Source: an optimization exercise on an open RTL-to-GDS flow (aim: small area, a short achievable clock period and few clock cycles). Production flows keep margins and buffers that such runs may drop.
Function was checked by simulation only, so behaviour that the tests miss may differ from the original.
Power figures rest on the tool's default switching activity, not on a simulated workload.

==> trial 44: inputs <==
==> flow/design.v (excerpt) <==
module bfsk_demod (
    input  wire        clk,
    input  wire        rst,
    input  wire        in_valid,
    output wire        in_ready,
    input  wire [1:0]  in_op,
    input  wire [39:0] in_data,
    output reg         bit_valid,
    output reg         bit_val,
    output reg         bit_lock,
    output reg         byte_valid,
    output reg  [7:0]  byte_data
);
    localparam [1:0] OP_SAMPLE = 2'd0;
    localparam [1:0] OP_RESET  = 2'd1;
    localparam [1:0] OP_CFG    = 2'd2;
    reg         rdy;
    reg         v_r;
    reg  [1:0]  op_r;
    reg  [39:0] d_r;
    assign in_ready = rdy;
    wire accept = in_valid && rdy;
    always @(posedge clk) begin
        v_r  <= accept && !rst;
        op_r <= in_op;
        d_r  <= in_data;
    end
    reg        cfg_valid;
    reg  [7:0] sps_m1;                
    reg  [7:0] c0_neg, c0_one, c0_two;
    reg  [7:0] c1_neg, c1_one, c1_two;
    wire do_cfg   = v_r && op_r == OP_CFG && d_r[7:0] != 8'd0;
    wire do_clear = v_r && (op_r == OP_RESET || do_cfg);
    wire do_samp  = v_r && op_r == OP_SAMPLE && cfg_valid;
    function [23:0] booth16(input [15:0] c);
        integer j;
        reg b2, b1, b0;
        begin
            for (j = 0; j < 8; j = j + 1) begin
                b2 = c[2*j+1];
                b1 = c[2*j];
                b0 = (j == 0) ? 1'b0 : c[2*j-1];
                booth16[j]      = b2;                                   
                booth16[8 + j]  = b1 ^ b0;                              
  ...
clock: 22.0 ns
lec_check: 0
abc_area: 1
cap_margin: 20
core_margin: 2
core_utilization: 60
slew_margin: 20
standard.sh (not shown) runs the stock make flow with config.mk's settings and CLKGATE_MAP_FILE= SYNTH_SCRIPT=/design/flow/synth_recipe.tcl, a recipe that flattens the netlist after the stock synthesis.
==> flow/flow/run.sh <==
#!/bin/bash
set -euo pipefail
sed '1s/yosys synth -nofsm -noshare {/yosys synth -nofsm -noshare -noabc {/' synth_recipe.tcl \
    > synth_noabc.tcl
grep -q -- '-noshare -noabc {' synth_noabc.tcl
bash standard.sh SYNTH_SCRIPT="$PWD/synth_noabc.tcl" \
    SETUP_SLACK_MARGIN=16.5 CTS_CLUSTER_SIZE=24 CTS_CLUSTER_DIAMETER=120 finish \
    > flow_make.log 2>&1
==> inputs of build 71, as changes to trial 44 <==
--- a/flow/design.v
+++ b/flow/design.v
@@ -1463,17 +1463,17 @@
     input  wire        in_valid,
     output wire        in_ready,
     input  wire [1:0]  in_op,
     input  wire [39:0] in_data,
     output reg         bit_valid,
     output reg         bit_val,
     output reg         bit_lock,
     output reg         byte_valid,
-    output reg  [7:0]  byte_data
+    output wire [7:0]  byte_data
 );
     localparam [1:0] OP_SAMPLE = 2'd0;
     localparam [1:0] OP_RESET  = 2'd1;
     localparam [1:0] OP_CFG    = 2'd2;
     reg         rdy;
     reg         v_r;
     reg  [1:0]  op_r;
     reg  [39:0] d_r;
@@ -1655,46 +1655,44 @@
             rdy <= 1'b1;
         else
             rdy <= !(near && unit_bz);
     end
     reg        locked;
     reg        last_b;
     reg  [6:0] run;                     
     reg  [2:0] bp_cnt;
-    reg  [6:0] sh;                      
+    reg  [7:0] sh;
     wire       alt      = bit_r != last_b;
     wire [6:0] run_nx   = !alt ? 7'd1 : (run[6] ? run : run + 7'd1);
     wire       lock_now = !locked && bit_r && run_nx[6];
-    always @(posedge clk) begin
-        bit_val   <= bit_r;
-        bit_lock  <= locked || lock_now;
-        byte_data <= {sh, bit_r};
-    end
+    assign byte_data = sh;
     always @(posedge clk) begin
         if (rst) begin
             locked     <= 1'b0;
             last_b     <= 1'b0;
             run        <= 7'd1;
             bp_cnt     <= 3'd0;
             bit_valid  <= 1'b0;
             byte_valid <= 1'b0;
         end else begin
             bit_valid  <= bit_pend;
             byte_valid <= bit_pend && locked && bp_cnt == 3'd7;
             if (bit_pend) begin
+                bit_val  <= bit_r;
+                bit_lock <= locked || lock_now;
                 if (!locked) begin
                     last_b <= bit_r;
                     run    <= run_nx;
                     if (lock_now) begin
                         locked <= 1'b1;
                         bp_cnt <= 3'd0;
                     end
                 end else begin
-                    sh     <= {sh[5:0], bit_r};
+                    sh     <= {sh[6:0], bit_r};
                     bp_cnt <= bp_cnt + 3'd1;
                 end
             end
             if (sync_clear) begin
                 locked <= 1'b0;
                 last_b <= 1'b0;
                 run    <= 7'd1;
                 bp_cnt <= 3'd0;
==> flow/flow/run.sh (replaced) <==
#!/bin/bash
set -euo pipefail
bash standard.sh SETUP_SLACK_MARGIN=16.5 CTS_CLUSTER_SIZE=24 CTS_CLUSTER_DIAMETER=120 finish \
    > flow_make.log 2>&1
- ABC_AREA: 1 -> unset
- CORE_UTILIZATION: 60 -> 40
==> inputs of build 56, as changes to trial 44 <==
==> flow/flow/run.sh (replaced) <==
#!/bin/bash
set -euo pipefail
bash standard.sh SETUP_SLACK_MARGIN=16.5 CTS_CLUSTER_SIZE=24 CTS_CLUSTER_DIAMETER=120 finish \
    > flow_make.log 2>&1
==> notes.md <==
Critical path depth, lowest first: build 56, trial 44, build 71. Maximum frequency: build 71 is smaller than build 56 (6.1%). Via count, lowest first: build 71, trial 44, build 56. The lowest hold slack belongs to trial 44, the highest to build 71. Count of clock-buffer cells in the layout, lowest first: build 71, trial 44, build 56. Non-clock buffer count: build 71 > build 56 > trial 44. Power: build 71 < build 56 < trial 44. Of build 71 and build 56, build 56 has the higher sequential cell count (gap 6). First-iteration DRC count: build 71 < build 56 < trial 44. Of build 71 and trial 44, trial 44 has the higher register-to-register slack (gap 0.32 ns).
==> figures <==
Post-route met1 wirelength: trial 44 53,600 um; build 56 55,500 um; build 71 53,400 um
Buffering stage count on the worst path with inverters included: trial 44 2; build 56 1; build 71 4
Syn Area/Cell: trial 44 9.04 um2; build 56 8.55 um2; build 71 9.55 um2
Crit path to: trial 44 a3[24]; build 56 bit_val; build 71 q1_1[20]
Storage element area: trial 44 11,400 um2; build 56 11,400 um2; build 71 11,300 um2
Wire length of the first global-routing pass: trial 44 200,000 um; build 56 203,000 um; build 71 189,000 um
Part of the total power dissipated in the clock network: trial 44 15.1%; build 56 15.9%; build 71 16.4%
End of the worst register-to-register path: trial 44 a3[24]; build 56 q1_0[20]; build 71 q1_1[20]
Final core utilization: trial 44 68.1%; build 56 67.3%; build 71 45.5%
Sink count of the clock tree: trial 44 443; build 56 443; build 71 437
Area added between synthesis and finish: trial 44 12.3%; build 56 11.2%; build 71 12.3%
Part of the power in combinational logic: trial 44 57.3%; build 56 55.7%; build 71 54.7%
Result of the run: trial 44 finished clean; build 56 finished clean; build 71 finished clean
Yosys reg bits: trial 44 443; build 56 443; build 71 437
Number of enable-type register cells in the synthesized netlist: trial 44 252; build 56 252; build 71 255
Cell count after placement: trial 44 5,250; build 56 5,765; build 71 5,577
First element of the critical path: trial 44 q1_1[22]; build 56 byte_data[0]; build 71 c1_one[0]
Global router's overall resource usage: trial 44 37.4%; build 56 36.5%; build 71 22.6%
Share of Yosys cell area claimed by the top area cell type: trial 44 20.6%; build 56 19.8%; build 71 19.9%
Num tapcells: trial 44 873; build 56 940; build 71 1,380
Period utilisation layout: trial 44 25.1%; build 56 24.9%; build 71 26.6%
Pin count of the biggest net entering global routing: trial 44 67; build 56 72; build 71 127
Testbench counts of trial 44, summed over its fixed seeds: cycles 88,023.
Testbench counts of build 71, summed over its fixed seeds: cycles 88,023.
Testbench counts of build 56, summed over its fixed seeds: cycles 88,023.

[port drivers added, routing unchanged]
The flow's constraints put no driver on any port. The routed layouts listed below were extracted and timed again, unchanged, in two steps.
Step 1, drivers: a clkbuf_16 drives clk and a buf_2 each remaining input, both assumed.
Step 2 moves the port delays by t, midway between the first and last clock arrival at a register: inputs arrive t later, outputs are due t later. That takes back most of the time a late clock gives input paths.
Three values: ideal ports, drivers, drivers and shift; two values: the first two.
| run | t, ns | slack for setup (ns) | hold WS [ns] | worst setup path after step 2 | latest minus earliest clock arrival (ns) |
|---|---|---|---|---|---|
| trial 44 | 0.683 | 16.478 / 16.454 / 16.265 | 0.342 / 0.342 / 0.342 | input to register | 0.035 / 0.034 |
| build 71 | 0.680 | 16.156 / 16.156 / 15.988 | 0.448 / 0.448 / 0.448 | input to register | 0.042 / 0.042 |
| build 56 | 0.676 | 16.513 / 16.450 / 16.189 | 0.350 / 0.350 / 0.350 | input to register | 0.037 / 0.038 |
After both steps every run listed still meets setup and hold. The setup slack of build 56, which loses most, moves by -0.063 ns with the drivers and by -0.324 ns with both steps.
